Context: an optimization exercise on an open-source flow, tuned for small area. The choices shown serve that exercise and are no tape-out recipe.
In this exercise RTL edits were held to simulation tests only and were not proved equivalent to the original.
The clock input has no modelled driver; a real chip could not lean on it and would need a root buffer or a full tree.
Power figures rest on the tool's default switching activity, not on a simulated workload.

## before
==> flow/design.v <==
module tap_controller (
    input  wire clk,
    input  wire rst,
    input  wire tick,
    input  wire raw_in,
    output wire out1,
    output wire out2,
    output wire out3
);
    reg       db;
    reg [2:0] dbc;
    reg [2:0] cnt;      
    reg [8:0] tmr_r;
    localparam [8:0] T_POL = 9'b010101010;
    wire [8:0] tmr = tmr_r ^ T_POL;
    reg [2:0] out_r;
    wire busy   = |out_r;
    wire sample = tick & ~busy;
    wire diff   = raw_in ^ db;
    wire full   = diff & (&dbc);           
    wire rise   = full & raw_in;
    localparam [8:0] T_LOAD = 9'b111010011;
    wire t_end  = &{~tmr[8], ~tmr[7], ~tmr[6], tmr[5], tmr[4], ~tmr[3], tmr[2], ~tmr[0]};
    wire t_end3 = &{tmr[8], tmr[7], ~tmr[6], tmr[5], ~tmr[3], ~tmr[0]};
    wire [8:0] tmr_adv = {tmr[7], ~tmr[8], tmr[5:0], tmr[6] ^ (tmr[1] | ~tmr[0])};
    wire cnt_nz = cnt[1] | cnt[0];
    wire cnt_2  = cnt[1] & ~cnt[0];
    wire cnt_3  = cnt[2] & ~cnt[1];
    wire cnt_4  = ~cnt[2] & cnt[1] & cnt[0];
    wire expire = cnt_nz & ~rise & t_end;
    wire done   = out_r[2] ? t_end3 : t_end;
    always @(posedge clk) begin
        if (tick)
            tmr_r <= ((sample & rise) ? T_LOAD : tmr_adv) ^ T_POL;
    end
    always @(posedge clk) begin
        if (rst) begin
            db    <= 1'b0;
            dbc   <= 3'd0;
            cnt   <= 3'd0;
            out_r <= 3'b000;
        end else if (sample) begin
            db  <= db ^ full;
            dbc <= diff ? dbc + 3'd1 : 3'd0;
            if (rise)
                cnt <= {cnt[1:0], cnt[2] | cnt[1] | ~cnt[0]};
            else if (expire)
                cnt <= 3'd0;
            if (expire)
                out_r <= {cnt_4, cnt_3, cnt_2};
        end else if (tick & done) begin
            out_r <= 3'b000;
        end
    end
    assign out1 = out_r[0];
    assign out2 = out_r[1];
    assign out3 = out_r[2];
endmodule
clock: 10.0 ns
lec_check: 0
cap_margin: 20
core_area: 2 2 62 62
die_area: 0 0 64 64
slew_margin: 20
standard.sh (not shown) runs the stock make flow with config.mk's settings and CLKGATE_MAP_FILE= SYNTH_SCRIPT=/design/flow/synth_recipe.tcl, a recipe that flattens the netlist after the stock synthesis.
==> flow/flow/run.sh <==
#!/bin/bash
# Own layout flow.
#  1. the standard synthesis (standard.sh synth), unchanged.
#  2. The combinational logic of that netlist is mapped again for area by
#     ABC, once with each script in abc_scripts.txt; the smallest result is
#     kept if Yosys proves it equivalent to the standard netlist (else the
#     standard netlist is kept). The registers are left as they are: same
#     cells, same instance names.
#  3. the standard layout of that netlist (standard.sh), with the input
#     and output ports buffered by the smallest buffer, and after CTS the
#     root clock buffer removed (post_cts.tcl).
# Each tool writes its full output to a log file of its own here.
set -euo pipefail
W=$(pwd)
F=$W/flow
R=$W/orfs/results/$FLOW_PLATFORM/tap_controller/base
LIB=$FLOW_HOME/platforms/$FLOW_PLATFORM/lib/sky130_fd_sc_hd__tt_025C_1v80.lib

bash standard.sh synth > $W/flow_1_synth.log 2>&1
cp $R/1_2_yosys.v $W/netlist_standard.v

# The library's cells as Verilog modules: all of them (for the proof) and
# the combinational ones (for techmap).
yosys -q -l $W/flow_2_cells.log -p "read_liberty -ignore_miss_func $LIB; write_verilog -noattr $W/cells_all.v" > /dev/null 2>&1
python3 $F/split_cells.py $W/cells_all.v $W/cells_comb.v \
    $FLOW_HOME/platforms/$FLOW_PLATFORM/config.mk $W/dont_use.txt > $W/flow_3_split.log 2>&1

mkdir -p $W/remap
i=0
while IFS= read -r S; do
  i=$((i + 1))
  echo "$S" > $W/remap/abc_$i.script
  sed -e "s|@LIB@|$LIB|g" -e "s|@IN@|$W/netlist_standard.v|" \
      -e "s|@COMB@|$W/cells_comb.v|" -e "s|@SCRIPT@|$W/remap/abc_$i.script|" \
      -e "s|@DONT_USE@|$(cat $W/dont_use.txt)|" -e "s|@OUT@|$W/remap/netlist_$i.v|" \
      $F/remap.ys > $W/remap/remap_$i.ys
done < $F/abc_scripts.txt
seq 1 $i | xargs -P ${NUM_CORES:-4} -I{} sh -c \
  "timeout 300 yosys -l $W/remap/flow_4_remap_{}.log -s $W/remap/remap_{}.ys > /dev/null 2>&1 || true"

python3 $F/pick.py $W/remap $i > $W/flow_5_pick.log 2>&1
BEST=$(tail -1 $W/flow_5_pick.log)
CHOSEN=$W/netlist_standard.v
if [[ -n "$BEST" ]]; then
  sed -e "s|@CELLS@|$W/cells_all.v|" -e "s|@GOLD@|$W/netlist_standard.v|" \
      -e "s|@GATE@|$W/remap/netlist_$BEST.v|" $F/equiv.ys > $W/equiv.ys
  if yosys -l $W/flow_6_equiv.log -s $W/equiv.ys > /dev/null 2>&1; then
    CHOSEN=$W/remap/netlist_$BEST.v
  fi
fi
echo "chosen: $CHOSEN" >> $W/flow_5_pick.log

# Hand the chosen netlist to the rest of the standard flow.
cp $CHOSEN $W/netlist_chosen.v
cp $CHOSEN $R/1_2_yosys.v
rm -f $R/1_synth.odb $R/1_synth.sdc
BUFFER_PORTS_ARGS="-buffer_cell sky130_fd_sc_hd__buf_1" POST_CTS_TCL=$F/post_cts.tcl \
    bash standard.sh > $W/flow_7_layout.log 2>&1
Other scripts of this flow, unchanged in this note and not shown: flow/flow/abc_scripts.txt, flow/flow/equiv.ys, flow/flow/pick.py, flow/flow/post_cts.tcl, flow/flow/remap.ys, flow/flow/split_cells.py
> inputs changed (before -> after)
==> flow/design.v <==
module tap_controller (
    input  wire clk,
    input  wire rst,
    input  wire tick,
    input  wire raw_in,
    output wire out1,
    output wire out2,
    output wire out3
);
    localparam [8:0] T_POL  = 9'b101010101;
    localparam [2:0] D_POL  = 3'b000;
    localparam [2:0] C_POL  = 3'b000;
    localparam [8:0] T_LOAD = 9'b111010011;
    reg       db;
    reg [2:0] dbc_r;
    reg [2:0] cnt_r;
    reg [8:0] tmr_r;
    reg [2:0] out_r;
    wire [2:0] dbc = dbc_r ^ D_POL;
    wire [2:0] cnt = cnt_r ^ C_POL;
    wire [8:0] tmr = tmr_r ^ T_POL;
    wire busy   = |out_r;
    wire sample = tick & ~busy;
    wire diff   = raw_in ^ db;
    wire full   = diff & (&dbc);    
    wire rise   = full & raw_in;
    wire t_end  = &{~tmr[8], ~tmr[7], ~tmr[6], tmr[5], tmr[4], ~tmr[3], tmr[2], ~tmr[0]};
    wire t_end3 = &{tmr[8], tmr[7], ~tmr[6], tmr[5], ~tmr[3], ~tmr[0]};
    wire [8:0] tmr_adv = {tmr[7], ~tmr[8], tmr[5:0], tmr[6] ^ (tmr[1] | ~tmr[0])};
    wire cnt_nz = cnt[1] | cnt[0];
    wire cnt_2  = cnt[1] & ~cnt[0];
    wire cnt_3  = cnt[2] & ~cnt[1];
    wire cnt_4  = ~cnt[2] & cnt[1] & cnt[0];
    wire expire = cnt_nz & ~rise & t_end;
    wire done   = out_r[2] ? t_end3 : t_end;
    always @(posedge clk) begin
        if (rst | (sample & rise))
            tmr_r <= T_LOAD ^ T_POL;
        else if (tick)
            tmr_r <= tmr_adv ^ T_POL;
    end
    always @(posedge clk) begin
        if (rst) begin
            db    <= 1'b0;
            dbc_r <= D_POL;
            cnt_r <= C_POL;
            out_r <= 3'b000;
        end else if (sample) begin
            db    <= db ^ full;
            dbc_r <= (diff ? dbc + 3'd1 : 3'd0) ^ D_POL;
            if (rise)
                cnt_r <= {cnt[1:0], cnt[2] | cnt[1] | ~cnt[0]} ^ C_POL;
            else if (expire)
                cnt_r <= C_POL;
            if (expire)
                out_r <= {cnt_4, cnt_3, cnt_2};
        end else if (tick & done) begin
            out_r <= 3'b000;
        end
    end
    assign out1 = out_r[0];
    assign out2 = out_r[1];
    assign out3 = out_r[2];
endmodule
--- outcome ---
Cell depth of the worst flop-to-flop path: before and after compared, lower one is after
[diff] static leakage power, after relative to before: improvement
after vs before — number of cells in the design after placement climbed by a little under 10%
In after, the number of vias per cell after detailed routing came out about 0.8% below the value in before.
In the reports for before and after, the larger wire length reported by the detailed router belongs to before.
Diff after..before | I/O pin total | negligible
Looking at before and after, the initial antenna violation count is a wash.
Compared to before, after leaves more free space in the core.

==> afterwards: timing with drivers on the ports <==
Ports are ideal in the flow. The routed layouts listed here were re-timed in OpenROAD. Step 1 (the two cells are an assumption about what drives the block):
set clk [get_ports {clk}]
set_driving_cell -lib_cell sky130_fd_sc_hd__clkbuf_16 $clk
set_driving_cell -lib_cell sky130_fd_sc_hd__buf_2 [delete_from_list [all_inputs] $clk]
Step 2, shift: input delay + t, output delay - t, t = (earliest + latest rising clock arrival at the registers) / 2. This alone moves slack from input paths to output paths. Slacks: no drivers / after step 1 / after step 2; pairs: no drivers / after step 1.
run	t (ns)	slack for setup (ns)	hold slack, ns	slew at the worst register clock pin (ns)	worst slew at a driven data input, ns
before	0.178	5.485 / 5.477 / 5.298	0.491 / 0.491 / 0.491	0.09 / 0.09	0.03
after	0.185	6.081 / 6.082 / 5.897	0.481 / 0.481 / 0.481	0.11 / 0.11	0.03
After both steps every run listed still meets setup and hold. The setup slack of before, which loses most, moves by -0.008 ns with the drivers and by -0.187 ns with both steps.
